Context: an optimization exercise on an open-source flow, tuned for small area, a short achievable clock period and few clock cycles per item. The choices shown serve that exercise and are no tape-out recipe.
RTL that was checked went through simulation tests only; none was proved equivalent to the original.

run B:
## feistel_core
module feistel_core (
    input  wire         clk,
    input  wire         rst,       
    input  wire         start,     
    input  wire         alg,       
    input  wire         dir,       
    input  wire         chain,     
    input  wire         first,     
    input  wire [127:0] key,       
    input  wire [63:0]  iv,        
    input  wire [63:0]  din,       
    output wire         ready,
    output wire         done,      
    output wire [63:0]  dout       
);
Size in the first run: about 2,500 cells after synthesis, about 26,000 µm² of cells after synthesis.
clock: 20.0 ns
lec_check: 0
cap_margin: 20
core_margin: 2
core_utilization: 40
slew_margin: 20
standard.sh (not shown) runs the stock make flow with config.mk's settings and CLKGATE_MAP_FILE= SYNTH_SCRIPT=/design/flow/synth_recipe.tcl, a recipe that flattens the netlist after the stock synthesis.
==> flow/flow/run.sh <==
#!/bin/bash
# The standard layout, with the smallest buffer on each port in place of the
# delay buffer that buffer_ports picks by default, and timing repair aiming
# for a shorter period than the clock's.
bash standard.sh BUFFER_PORTS_ARGS="-buffer_cell sky130_fd_sc_hd__buf_1" SETUP_SLACK_MARGIN=14 CTS_CLUSTER_SIZE=30 CTS_CLUSTER_DIAMETER=80 finish > standard.log 2>&1
Setup changes, run B to run D
-- flow/flow/run.sh --
<<< run B, line 5
bash standard.sh BUFFER_PORTS_ARGS="-buffer_cell sky130_fd_sc_hd__buf_1" SETUP_SLACK_MARGIN=14 CTS_CLUSTER_SIZE=30 CTS_CLUSTER_DIAMETER=80 finish > standard.log 2>&1
>>> run D, line 5
bash standard.sh BUFFER_PORTS_ARGS="-buffer_cell sky130_fd_sc_hd__buf_1" SETUP_SLACK_MARGIN=14.5 CTS_CLUSTER_SIZE=30 CTS_CLUSTER_DIAMETER=80 finish > standard.log 2>&1
### Flow results
Diff run B and run D: worst-path maximum fanout higher in run B
The sequential share of layout area in run D sits 1.2 points below the value recorded for run B.
The flow did not stop early for run D: all stages ran, and the layout cleared the timing, design-rule and antenna checks.
The total inserted antenna cells in run D sits 1 above the value recorded for run B.
Between run B and run D, the via count is lower for run B.
The higher routed wire length of run B and run D is in run D.
Run D against run B; first-iteration DRC count is up by a few percent.
No functional check of the RTL was part of any run of this note.

* * *

The RTL this note starts from:
==> flow/design.v <==
module feistel_core (
    input  wire         clk,
    input  wire         rst,       
    input  wire         start,     
    input  wire         alg,       
    input  wire         dir,       
    input  wire         chain,     
    input  wire         first,     
    input  wire [127:0] key,       
    input  wire [63:0]  iv,        
    input  wire [63:0]  din,       
    output wire         ready,
    output wire         done,      
    output wire [63:0]  dout       
);
    localparam [31:0] DELTA = 32'h9e3779b9;
    function [31:0] bswap(input [31:0] x);
        bswap = {x[7:0], x[15:8], x[23:16], x[31:24]};
    endfunction
    reg         busy;
    reg         done_r;
    reg         ready_r;       
    reg  [5:0]  h;             
    reg         alg_r, dir_r, chain_r;
    reg  [31:0] k0, k1, k2, k3;
    reg  [31:0] ta, sb;        
    reg  [63:0] prev;          
    reg  [63:0] last_ct;       
    reg         out_enc;       
    reg         out_xor;       
    wire [63:0] prev_in = first ? iv : last_ct;
    wire [63:0] blk_in  = (chain && !dir) ? (din ^ prev_in) : din;
    wire [31:0] in_v0   = bswap(blk_in[31:0]);
    wire [31:0] in_v1   = bswap(blk_in[63:32]);
    wire [31:0] sum_tab [0:32];
    genvar gi;
    generate
        for (gi = 0; gi <= 32; gi = gi + 1) begin : g_tab
            assign sum_tab[gi] = gi * DELTA;
        end
    endgenerate
    wire [5:0]  q      = {1'b0, h[5:1]} + {5'd0, alg_r ? dir_r : h[0]};
    wire [5:0]  m_n    = dir_r ? (6'd32 - q) : (q + 6'd1);
    wire [31:0] s_n    = sum_tab[m_n];
    wire        tgt1_n = ~h[0] ^ dir_r;
    wire [1:0]  kidx_n = alg_r ? (tgt1_n ? s_n[12:11] : s_n[1:0]) : {tgt1_n, 1'b0};
    reg  [31:0] s_r;
    reg  [1:0]  kidx_r;
    reg         tgt1_r;
    reg         last_r;
    reg         first_r;
    always @(posedge clk) begin
        if (busy) begin
            s_r    <= s_n;
            kidx_r <= kidx_n;
            tgt1_r <= tgt1_n;
            last_r <= (h == 6'd62);
            first_r <= 1'b0;
        end else begin
            s_r    <= dir ? 32'hc6ef3720 : (alg ? 32'd0 : DELTA);
            kidx_r <= {dir, 1'b0};
            tgt1_r <= dir;
            last_r <= 1'b0;
            first_r <= 1'b1;
        end
    end
    wire        tgt1 = tgt1_r;
    wire        last = last_r;
    wire [31:0] s = s_r;
    reg  [31:0] kx;
    always @* begin
        case (kidx_r)
            2'd0:    kx = k0;
            2'd1:    kx = k1;
            2'd2:    kx = k2;
            default: kx = k3;
        endcase
    end
    wire [31:0] ky = tgt1 ? k3 : k1;
    wire [31:0] a1 = ((sb << 4) ^ (alg_r ? (sb >> 5) : 32'd0)) + (alg_r ? sb : kx);
    wire [31:0] a2 = s + (alg_r ? kx : sb);
    wire [31:0] a3 = (sb >> 5) + ky;
    wire [31:0] f  = a1 ^ a2 ^ (alg_r ? 32'd0 : a3);
    wire [31:0] nb = ta + (f ^ {32{dir_r}}) + {31'd0, dir_r};
    wire [31:0] r_v0 = out_enc ? ta : sb;
    wire [31:0] r_v1 = out_enc ? sb : ta;
    wire [63:0] blk_out = {bswap(r_v1), bswap(r_v0)};
    assign dout  = out_xor ? (blk_out ^ prev) : blk_out;
    assign ready = ready_r;
    assign done  = done_r;
    always @(posedge clk) begin
        if (rst) begin
            busy    <= 1'b0;
            ready_r <= 1'b1;
            done_r  <= 1'b0;
        end else begin
            done_r  <= busy && last;
            if (!busy) begin
                busy    <= start;
                ready_r <= !start;
            end else if (last) begin
                busy    <= 1'b0;
                ready_r <= 1'b1;
            end
        end
    end
    always @(posedge clk) begin
        h <= busy ? (h + 6'd1) : 6'd0;
        if (!busy) begin
            alg_r   <= alg;
            dir_r   <= dir;
            chain_r <= chain;
            k0      <= bswap(key[31:0]);
            k1      <= bswap(key[63:32]);
            k2      <= bswap(key[95:64]);
            k3      <= bswap(key[127:96]);
            ta      <= dir ? in_v1 : in_v0;
            sb      <= dir ? in_v0 : in_v1;
            prev    <= prev_in;
            out_enc <= !dir;
            out_xor <= chain && dir;
        end else begin
            ta      <= sb;
            sb      <= nb;
        end
        if (busy && (dir_r ? first_r : last))
            last_ct <= {bswap(dir_r ? ta : nb), bswap(sb)};
    end
endmodule
==> flow/config.mk <==
export PLATFORM = sky130hd
export DESIGN_NAME = feistel_core
export DESIGN_NICKNAME = feistel_core
export VERILOG_FILES = /design/flow/design.v
export SDC_FILE = /design/flow/constraint.sdc
export NUM_CORES = 4
export LEC_CHECK = 0
export CAP_MARGIN = 20
export CORE_MARGIN = 2
export CORE_UTILIZATION = 40
export SLEW_MARGIN = 20
==> flow/constraint.sdc <==
create_clock -name core_clock -period 20.0 [get_ports {clk}]
set_input_delay 4.0000 -clock core_clock [delete_from_list [all_inputs] [get_ports {clk}]]
set_output_delay 4.0000 -clock core_clock [all_outputs]
set_load 0.01 [all_outputs]
==> flow/flow/run.sh <==
#!/bin/bash
# The standard layout, with the smallest buffer on each port in place of the
# delay buffer that buffer_ports picks by default, and timing repair aiming
# for a shorter period than the clock's.
bash standard.sh BUFFER_PORTS_ARGS="-buffer_cell sky130_fd_sc_hd__buf_1" SETUP_SLACK_MARGIN=14 finish > standard.log 2>&1
Testbench counts at the start, summed over its fixed seeds: cycles 49,928, blocks 768.
==> next run, changes <==
==> flow/flow/run.sh (replaced) <==
#!/bin/bash
# The standard layout, with the smallest buffer on each port in place of the
# delay buffer that buffer_ports picks by default.
bash standard.sh BUFFER_PORTS_ARGS="-buffer_cell sky130_fd_sc_hd__buf_1" finish > standard.log 2>&1
Die area stays the same.
Core utilization drops by 2.8 points.
Register-to-register slack degrades by 1.4 ns.

static timing again, ports no longer ideal:
The flow's constraints put no driver on any port. The routed layouts listed below were extracted and timed again, unchanged, in two steps. Step 1: set_driving_cell puts a clkbuf_16 on clk and a buf_2 on each other input, an assumption about the parent block. Step 2 also shifts input and output timing later by t, the mid clock arrival at the registers, as if the neighbouring blocks saw the same clock. Three values: no drivers, after step 1, after step 2; two values: the first two.
run | t (ns) | setup WS [ns] | worst setup path at the end | worst data-port slew with drivers (ns) | cell pins on the clock port's net
run B | 0.662 | 13.837 / 13.837 / 13.692 | input to register | 0.08 | 1
run D | 0.663 | 13.930 / 13.930 / 13.781 | input to register | 0.10 | 1
the first run of note 2 | 0.626 | 13.854 / 13.854 / 13.620 | input to register | 0.10 | 1
the second run of note 2 | 0.629 | 12.432 / 12.432 / 12.432 | register to register | 0.10 | 1
After both steps every run listed still meets setup and hold. For the first run of note 2, which loses most, drivers alone change the setup slack by 0.000 ns; drivers and shift together by -0.234 ns.
